Background: an optimization exercise with open tools, aiming at small area. Do not read the settings as production practice. RTL that was checked went through simulation tests only; none was proved equivalent to the original. Power is estimated from default activity; no workload was simulated.

## rc5_decoder
module rc5_decoder (
    input  wire        clk,
    input  wire        rst,           
    input  wire        req_valid,
    input  wire [35:0] req,
    input  wire [31:0] LOW_BOUND,
    input  wire [31:0] HIGH_BOUND,
    output wire [16:0] rsp,
    output wire        available,
    output wire        evt_en,
    output wire        tick_clr
);
Settings: LEC_CHECK=0, CAP_MARGIN=20, CORE_MARGIN=2, CORE_UTILIZATION=40, SLEW_MARGIN=20, SYNTH_HIERARCHICAL=1, SYNTH_MINIMUM_KEEP_SIZE=0; clock period 8.0 ns.
standard.sh (not shown) runs the stock make flow with config.mk's settings and CLKGATE_MAP_FILE= SYNTH_SCRIPT=/design/flow/synth_recipe.tcl, a recipe that flattens the netlist after the stock synthesis.
==> flow/flow/run.sh <==
#!/bin/bash
# The standard layout (standard.sh, standard synthesis script), with:
#  * DONT_USE_CELLS: the platform's list plus the larger drive strengths of
#    the logic cells (flow/dont_use.txt), so that synthesis maps the
#    single-gate modules of the RTL to the smallest cells;
#  * port buffers of the smallest buffer cell (buf_1) instead of the cell
#    buffer_ports picks by default;
#  * a clock tree of clkbuf_4 cells, one sink cluster and no dummy loads.
# The whole output of the flow goes to standard_flow.log; ORFS keeps each
# step's log under orfs/logs/.
set -euo pipefail
here=$(cd "$(dirname "$0")" && pwd)
DONT_USE=$(cat "$here/dont_use.txt")
CTS="-sink_clustering_enable -repair_clock_nets -dont_use_dummy_load"
CTS="$CTS -buf_list sky130_fd_sc_hd__clkbuf_4 -root_buf sky130_fd_sc_hd__clkbuf_4"
CTS="$CTS -sink_clustering_buffer sky130_fd_sc_hd__clkbuf_4"
CTS="$CTS -sink_clustering_size 30 -sink_clustering_max_diameter 300"
bash standard.sh "DONT_USE_CELLS=$DONT_USE" \
    "BUFFER_PORTS_ARGS=-buffer_cell sky130_fd_sc_hd__buf_1" \
    "CTS_ARGS=$CTS" finish > standard_flow.log 2>&1
Other scripts of this flow, unchanged in this note and not shown: flow/flow/dont_use.txt
The starting point ran to the end with no violations.
==> next run, changes <==
--- a/flow/design.v
+++ b/flow/design.v
@@ -281,17 +281,18 @@
     rc5_maj3   u_merr (.a(eL_n), .b(shn[13]), .c(p0), .y(m_err_n));
     rc5_nand2b u_err  (.a(y_bad), .b(m_err_n), .y(err));               
     rc5_nand2  u_emit (.a(p0), .b(eL_n), .y(emit));                    
     rc5_nor2   u_da   (.a(nb), .b(shn[12]), .y(d_a));                  
     rc5_nor2   u_db   (.a(shn[0]), .b(shn[13]), .y(d_b));              
     rc5_mux2   u_done (.s(emit), .a1(d_a), .a0(d_b), .y(done));
-    wire p1_d, p1_m_n, z, p0_d, p0_m_n, p1_nx, p0_nx;
-    rc5_o21ai  u_p1d  (.a1(err), .a2(done), .b1(p1), .y(p1_d));         
+    wire ed, p1_d, p1_m_n, z, p0_d, p0_m_n, p1_nx, p0_nx;
+    rc5_or2    u_ed   (.a(err), .b(done), .y(ed));
+    rc5_nand2  u_p1d  (.a(p1), .b(ed), .y(p1_d));                      
     rc5_mux2i  u_p1m  (.s(deliver), .a1(p1_d), .a0(p1), .y(p1_m_n));
     rc5_nor3b  u_p1n  (.a(rst), .b(p1_m_n), .c(arm_n), .y(p1_nx));
-    rc5_nor2b  u_z    (.a(d_a), .b(emit), .y(z));                      
+    rc5_nor2b  u_z    (.a(done), .b(emit), .y(z));                     
     rc5_or3b   u_p0d  (.a(err), .b(z), .c(p1), .y(p0_d));              
     rc5_mux2i  u_p0m  (.s(deliver), .a1(p0_d), .a0(p0), .y(p0_m_n));
     rc5_a21oi  u_p0n2 (.a1(arm_n), .a2(p0_m_n), .b1(rst), .y(p0_nx));    
     wire p1_n, sft_n, shift, h13_n, nbit_n;
     rc5_inv    u_p1n2 (.a(p1), .y(p1_n));
     rc5_nand3  u_sft  (.a(deliver), .b(p1), .c(emit), .y(sft_n));      
@@ -342,24 +343,27 @@
     rc5_nand2  u_r0a (.a(xaddr), .b(w[6]), .y(r0_a));
     rc5_o211ai u_r0  (.a1(take_n), .a2(shn[0]), .b1(r0_ct), .c1(r0_a), .y(rsp[0]));
 endmodule
 module rc5_inv    (input wire a, output wire y);                          assign y = ~a;                  endmodule
 module rc5_nand2  (input wire a, input wire b, output wire y);            assign y = ~(a & b);            endmodule
 module rc5_nor2   (input wire a, input wire b, output wire y);            assign y = ~(a | b);            endmodule
+module rc5_and2   (input wire a, input wire b, output wire y);            assign y = a & b;               endmodule
 module rc5_or2    (input wire a, input wire b, output wire y);            assign y = a | b;               endmodule
 module rc5_xor2   (input wire a, input wire b, output wire y);            assign y = a ^ b;               endmodule
 module rc5_xnor2  (input wire a, input wire b, output wire y);            assign y = ~(a ^ b);            endmodule
 module rc5_nor2b  (input wire a, input wire b, output wire y);            assign y = ~a & b;              endmodule
 module rc5_nand2b (input wire a, input wire b, output wire y);            assign y = a | ~b;              endmodule
 module rc5_nand3  (input wire a, input wire b, input wire c, output wire y); assign y = ~(a & b & c);     endmodule
 module rc5_nor3   (input wire a, input wire b, input wire c, output wire y); assign y = ~(a | b | c);     endmodule
 module rc5_and3   (input wire a, input wire b, input wire c, output wire y); assign y = a & b & c;        endmodule
 module rc5_and3b  (input wire a, input wire b, input wire c, output wire y); assign y = ~a & b & c;       endmodule
+module rc5_nand3b (input wire a, input wire b, input wire c, output wire y); assign y = ~(~a & b & c);    endmodule
 module rc5_nor3b  (input wire a, input wire b, input wire c, output wire y); assign y = ~a & ~b & c;      endmodule
 module rc5_or3b   (input wire a, input wire b, input wire c, output wire y); assign y = a | b | ~c;       endmodule
 module rc5_maj3   (input wire a, input wire b, input wire c, output wire y); assign y = (a & b) | (c & (a | b)); endmodule
+module rc5_nor4   (input wire a, input wire b, input wire c, input wire d, output wire y); assign y = ~(a | b | c | d); endmodule
 module rc5_nand4b (input wire a, input wire b, input wire c, input wire d, output wire y); assign y = ~(~a & b & c & d); endmodule
 module rc5_mux2   (input wire s, input wire a1, input wire a0, output wire y); assign y = s ? a1 : a0;     endmodule
 module rc5_mux2i  (input wire s, input wire a1, input wire a0, output wire y); assign y = ~(s ? a1 : a0);  endmodule
 module rc5_o21ai  (input wire a1, input wire a2, input wire b1, output wire y); assign y = ~((a1 | a2) & b1); endmodule
 module rc5_or3    (input wire a, input wire b, input wire c, output wire y); assign y = a | b | c;        endmodule
 module rc5_o21a   (input wire a1, input wire a2, input wire b1, output wire y); assign y = (a1 | a2) & b1;  endmodule
@@ -370,9 +374,16 @@
     assign y = ~((a1 | a2) & b1 & c1);
 endmodule
 module rc5_a21oi  (input wire a1, input wire a2, input wire b1, output wire y); assign y = ~((a1 & a2) | b1); endmodule
 module rc5_o31a   (input wire a1, input wire a2, input wire a3, input wire b1, output wire y);
     assign y = (a1 | a2 | a3) & b1;
 endmodule
+module rc5_a22o   (input wire a1, input wire a2, input wire b1, input wire b2, output wire y);
+    assign y = (a1 & a2) | (b1 & b2);
+endmodule
 module rc5_a22oi  (input wire a1, input wire a2, input wire b1, input wire b2, output wire y);
     assign y = ~((a1 & a2) | (b1 & b2));
 endmodule
+module rc5_a222oi (input wire a1, input wire a2, input wire b1, input wire b2,
+                   input wire c1, input wire c2, output wire y);
+    assign y = ~((a1 & a2) | (b1 & b2) | (c1 & c2));
+endmodule
The new run completed without violations; power stays flat; worst setup slack is worse by 120 ps; design area barely changes; area after synthesis is about the same; global-route usage went down by 0.48 points; combinational power came out higher by about 0.8%; utilization goes up by 0.12 points; die area is about the same; clock-buffer cell count is unchanged.
Function not checked in the second run of this note: the RTL went through the layout flow alone.

[what the ideal ports hide]
In the flow no input, the clock included, has a driving cell. The finished layouts below were timed again as built, in two steps. Step 1 assumes that a clkbuf_16 drives the clock port and a buf_2 every other input. Step 2 times the ports against the registers' clock, not the clock port: input delays grow and output delays shrink by t, the midpoint of the rising clock arrivals with the driver on. Three values: no drivers, after step 1, after step 2; two values: the first two.
run	shift t [ns]	slack for setup (ns)	worst setup path at the end	worst slew at a driven data input, ns
the first run	0.289	0.691 / 0.673 / 0.384	input to register	0.05
the second run	0.285	0.570 / 0.547 / 0.262	input to register	0.06
After both steps every run listed still meets setup and hold. The setup slack of the second run, which loses most, moves by -0.023 ns with the drivers and by -0.308 ns with both steps.
